Context: an optimization exercise on an open-source flow, tuned for small area. The choices shown serve that exercise and are no tape-out recipe. The RTL was checked by simulation tests, not by an equivalence proof against the original design. No activity file was given, so power comes from the tool's default toggle rates. The clock port is modelled as an ideal driver; clocking choices that lean on that would not hold on a real chip.

Design eeprom_seq, start of the top module:
module eeprom_seq (
    input             clk,
    input             rst,
    input             cmd_valid,
    output            cmd_ready,
    input      [31:0] cmd_word,
    input             buf_we,
    input             buf_sel,
    input      [4:0]  buf_idx,
    input      [22:0] buf_wdata,
    input      [4:0]  rbuf_idx,
    output     [7:0]  rbuf_data,
    input             map_ok,
    input             term_req,
    output reg        ev_valid,
    input             ev_ready,
    output reg [3:0]  ev_kind,
    output reg [31:0] ev_arg,
    input      [31:0] ev_lev,
    output     [31:0] status,
    output     [31:0] err_info,
    output     [14:0] err_addr
);
For scale: roughly 6400 cells after synthesis, about 2100 flip-flops, ~230 I/O pins, ~0.063 mm² of cells after synthesis.
Settings: LEC_CHECK=0, ABC_AREA=1, CAP_MARGIN=20, CORE_MARGIN=2, CORE_UTILIZATION=65, SLEW_MARGIN=20; clock period 10.0 ns.
standard.sh (not shown) runs the stock make flow with config.mk's settings and CLKGATE_MAP_FILE= SYNTH_SCRIPT=/design/flow/synth_recipe.tcl, a recipe that flattens the netlist after the stock synthesis.
==> flow/flow/run.sh <==
#!/bin/bash
set -euo pipefail
export CTS_ARGS="-sink_clustering_enable -repair_clock_nets -dont_use_dummy_load -sink_clustering_size 24 -sink_clustering_max_diameter 80"
bash standard.sh > standard_flow.log 2>&1
Change:
==> flow/run.sh (new file) <==
#!/bin/bash
# synth_recipe.tcl (not shown) runs the flow's synth.tcl, then flattens the netlist and writes it again
# the make line also repeats each setting of config.mk as NAME=value (left out here)
make -C /OpenROAD-flow-scripts/flow DESIGN_CONFIG=/design/flow/config.mk WORK_HOME=/design/flow/orfs CLKGATE_MAP_FILE= SYNTH_SCRIPT=/design/flow/synth_recipe.tcl finish
Settings changed: CTS_BUF_LIST from default to sky130_fd_sc_hd__clkbuf_8, CTS_CLUSTER_SIZE from default to 30.
removed: flow/flow/run.sh
removed: flow/standard.sh
Effect: The new run completed with no timing, DRC or antenna violations; non-clock buffer count climbs by 1; setup slack is worse by 61 ps; global-route usage climbs by 1.3 points; combinational power stays flat; design area climbs by a few percent; worst hold slack is better by 13 ps; register-to-register slack barely changes.
Change:
Settings changed: ABC_AREA 1 to default, CORE_UTILIZATION 65 to 40, CTS_BUF_LIST sky130_fd_sc_hd__clkbuf_8 to default, CTS_CLUSTER_SIZE 30 to default.
Utilization drops by 27 points.
Worst hold slack improves by 25 ps.
Routed wire length went down by 2.1%.
Cell count came out lower by 12%.
Sequential share of layout area decreases by 3.2 points.
Via count is lower by 19%.
Final area grows by 5.6%.
Setup slack improved by 560 ps.
Change:
==> flow/flow/run.sh (new file) <==
#!/bin/bash
set -euo pipefail
export CTS_ARGS="-sink_clustering_enable -repair_clock_nets -dont_use_dummy_load -sink_clustering_size 30 -sink_clustering_max_diameter 100"
bash standard.sh > standard_flow.log 2>&1
==> flow/standard.sh (new file) <==
#!/bin/bash
# synth_recipe.tcl (not shown) runs the flow's synth.tcl, then flattens the netlist and writes it again
# the make line also repeats each setting of config.mk as NAME=value (left out here)
make -C /OpenROAD-flow-scripts/flow DESIGN_CONFIG=/design/flow/config.mk WORK_HOME=/design/flow/orfs CLKGATE_MAP_FILE= SYNTH_SCRIPT=/design/flow/synth_recipe.tcl "${@:-finish}"
Settings changed: ABC_AREA from default to 1, CORE_UTILIZATION 40 to 65.
removed: flow/run.sh
The changed run completed with no timing, DRC or antenna violations.
Global-route usage goes up by 10 points.
Setup slack gets worse by 550 ps.
Design area goes down by roughly a tenth.
Sequential cell count does not change.
Clock skew goes up by 58 ps.
Combinational power hardly moves.
Via count goes up by about a fifth.
Utilization goes up by 23 points.
Sequential share of layout area goes up by 6.9 points.
Non-clock buffer count goes down by 1.

* * *

Setup of run 1:
Another version of the RTL of eeprom_seq (not shown whole).
For scale: roughly 5500 cells after synthesis, ~2100 flip-flops, roughly 230 I/O pins.
export LEC_CHECK = 0
export ABC_AREA = 1
export CAP_MARGIN = 20
export CORE_MARGIN = 2
export CORE_UTILIZATION = 65
export SLEW_MARGIN = 20
create_clock -name core_clock -period 10.0 [get_ports {clk}]
==> flow/flow/run.sh <==
#!/bin/bash
# The standard layout (standard.sh) with three changes:
#  - synthesis is synth_recipe.tcl with only the abc technology-mapping
#    script swapped for an area-recovery one (flow/area.abc); registers
#    are mapped before abc, so they come out exactly as in the standard
#    synthesis;
#  - clock tree synthesis adds no dummy balancing loads and builds leaf
#    clusters of up to 26 registers within 90 um;
#  - every input and output port still gets its own buffer, but buf_1
#    instead of clkdlybuf4s50_1.
set -euo pipefail
HERE=$(pwd)
export CUSTOM_ABC_SCRIPT="$HERE/flow/area.abc"
export CTS_ARGS="-sink_clustering_enable -repair_clock_nets -dont_use_dummy_load -sink_clustering_size 26 -sink_clustering_max_diameter 90"
export BUFFER_PORTS_ARGS="-inputs -outputs -buffer_cell sky130_fd_sc_hd__buf_1"
sed "s|SYNTH_SCRIPT=[^ ]*|SYNTH_SCRIPT=$HERE/flow/area_synth.tcl|" standard.sh > area_standard.sh
grep -q "SYNTH_SCRIPT=$HERE/flow/area_synth.tcl" area_standard.sh
bash area_standard.sh > standard_flow.log 2>&1
==> flow/flow/area.abc <==
strash
dch
map -a
strash
dch
map -a
strash
dch
map -a
topo
==> flow/flow/area_synth.tcl <==
proc synth {args} { yosys synth -nofsm -noshare {*}$args }
proc abc {args} {
  set i [lsearch -exact $args -script]
  if {$i >= 0 && [info exists ::env(CUSTOM_ABC_SCRIPT)]} {
    set args [lreplace $args [expr {$i+1}] [expr {$i+1}] $::env(CUSTOM_ABC_SCRIPT)]
  }
  yosys abc {*}$args
}
source $::env(SCRIPTS_DIR)/synth.tcl
# left out here: clear keep_hierarchy, flatten, clean up, hide names made inside functions, write 1_2_yosys.v
Relative to run 1, the following input files were edited for run 2:
==> flow/flow/run.sh <==
#!/bin/bash
set -euo pipefail
export CTS_ARGS="-sink_clustering_enable -repair_clock_nets -dont_use_dummy_load -sink_clustering_size 30 -sink_clustering_max_diameter 100"
export BUFFER_PORTS_ARGS="-inputs -outputs -buffer_cell sky130_fd_sc_hd__buf_1"
bash standard.sh > standard_flow.log 2>&1
removed: flow/flow/area.abc
removed: flow/flow/area_synth.tcl
Notes after the runs:
The higher switching fraction of total power of run 1 and run 2 is in run 1. Row final cycle utilization of the critical path: run 2 lower / run 1 higher. rbuf_data[5] as the critical path capture point was reported by run 2, and rbuf_data[2] by run 1. For the minimum setup slack in the final design, run 2 came in 0.56 ns higher than run 1 did.
Inputs modified between run 2 and run 3:
==> flow/flow/run.sh <==
#!/bin/bash
set -euo pipefail
export CTS_ARGS="-sink_clustering_enable -repair_clock_nets -dont_use_dummy_load -sink_clustering_size 20 -sink_clustering_max_diameter 80 -buf_list {sky130_fd_sc_hd__clkbuf_8 sky130_fd_sc_hd__clkbuf_16}"
export BUFFER_PORTS_ARGS="-inputs -outputs -buffer_cell sky130_fd_sc_hd__buf_1"
bash standard.sh > standard_flow.log 2>&1
==> summary.txt <==
Every run (run 3 and run 2) finished clean. Run 3 vs. run 2: total power moved up, growth of design area from synthesis to finish climbed 1.5 points, fraction of area in multi-input gates shrank by 0.33 points, post-route fraction of the period consumed by the critical path comparable, power dissipated by switching net loads went up about 3%. Summary of run 3 over run 2: relative contribution of combinational cells to total power has decreased; overall via count from detail_route has increased; met3 layer usage reported by global route has increased. Per the comparison of run 3 with run 2, met3 wire length now sits higher; wire length per cell now sits higher.
Modified inputs, run 4 compared to run 3
==> flow/flow/run.sh <==
#!/bin/bash
# The standard layout (standard.sh) with three changes:
#  - synthesis is synth_recipe.tcl with only the abc technology-mapping
#    script swapped for an area-recovery one (flow/area.abc); registers
#    are mapped before abc, so they come out exactly as in the standard
#    synthesis;
#  - clock tree synthesis adds no dummy balancing loads and builds leaf
#    clusters of up to 16 registers within 50 um, from clkbuf_8;
#  - every input and output port still gets its own buffer, but buf_1
#    instead of clkdlybuf4s50_1.
set -euo pipefail
HERE=$(pwd)
export CUSTOM_ABC_SCRIPT="$HERE/flow/area.abc"
export CTS_ARGS="-sink_clustering_enable -repair_clock_nets -dont_use_dummy_load -sink_clustering_size 16 -sink_clustering_max_diameter 50 -buf_list {sky130_fd_sc_hd__clkbuf_8}"
export BUFFER_PORTS_ARGS="-inputs -outputs -buffer_cell sky130_fd_sc_hd__buf_1"
sed "s|SYNTH_SCRIPT=[^ ]*|SYNTH_SCRIPT=$HERE/flow/area_synth.tcl|" standard.sh > area_standard.sh
grep -q "SYNTH_SCRIPT=$HERE/flow/area_synth.tcl" area_standard.sh
bash area_standard.sh > standard_flow.log 2>&1
==> flow/flow/area.abc (new file) <==
strash
dch
map -a
strash
dch
map -a
strash
dch
map -a
topo
==> flow/flow/area_synth.tcl (new file) <==
proc synth {args} { yosys synth -nofsm -noshare {*}$args }
proc abc {args} {
  set i [lsearch -exact $args -script]
  if {$i >= 0 && [info exists ::env(CUSTOM_ABC_SCRIPT)]} {
    set args [lreplace $args [expr {$i+1}] [expr {$i+1}] $::env(CUSTOM_ABC_SCRIPT)]
  }
  yosys abc {*}$args
}
source $::env(SCRIPTS_DIR)/synth.tcl
# left out here: clear keep_hierarchy, flatten, clean up, hide names made inside functions, write 1_2_yosys.v
==> comparison <==
Run 4: flow completed, timing, DRC and antenna clean
Summary: sum of internal, switching and leakage power, run 4 worse than run 3
Against run 3, run 4 comes in 3.2% lower on wire length.
Sort run 3 and run 4 by post-route standard cell area excluding fillers, descending, and run 3 comes first.
Of run 4 and run 3, it is run 4 that has the lower clock network power share.
The number of diodes in run 4 sits 2 above the value recorded for run 3.
Relative to run 3, final hold slack has decreased by 0.0082 ns in run 4.
When run 4 is set beside run 3, its non-clock inverter count in the final layout turns out to be 29% smaller.

[afterwards: timing with drivers on the ports]
The flow's constraints put no driver on any port. The routed layouts listed below were extracted and timed again, unchanged, in two steps. Step 1 (the two cells are an assumption about what drives the block):
set clk [get_ports {clk}]
set_driving_cell -lib_cell sky130_fd_sc_hd__clkbuf_16 $clk
set_driving_cell -lib_cell sky130_fd_sc_hd__buf_2 [delete_from_list [all_inputs] $clk]
Step 2 times the ports against the registers' clock, not the clock port: input delays grow and output delays shrink by t, the midpoint of the rising clock arrivals with the driver on. a / b / c = ideal / step 1 / step 2; a / b = the first two.
| run | t (ns) | setup WS [ns] | slew at the worst register clock pin (ns) |
|---|---|---|---|
| the first run of note 1 | 0.742 | 1.849 / 1.825 / 1.825 | 0.10 / 0.10 |
| the second run of note 1 | 0.996 | 1.788 / 1.765 / 1.765 | 0.07 / 0.07 |
| the third run of note 1 | 0.867 | 2.346 / 2.316 / 2.316 | 0.07 / 0.07 |
| the fourth run of note 1 | 0.726 | 1.792 / 1.768 / 1.768 | 0.11 / 0.11 |
| run 1 | 0.738 | 2.296 / 2.275 / 2.275 | 0.10 / 0.10 |
| run 2 | 0.744 | 2.860 / 2.838 / 2.838 | 0.12 / 0.12 |
| run 3 | 0.762 | 2.848 / 2.827 / 2.827 | 0.08 / 0.08 |
| run 4 | 0.901 | 2.237 / 2.215 / 2.215 | 0.10 / 0.10 |
After both steps setup and hold are still met in every run listed. The setup slack of the third run of note 1, which loses most, moves by -0.030 ns with the drivers and by -0.030 ns with both steps.
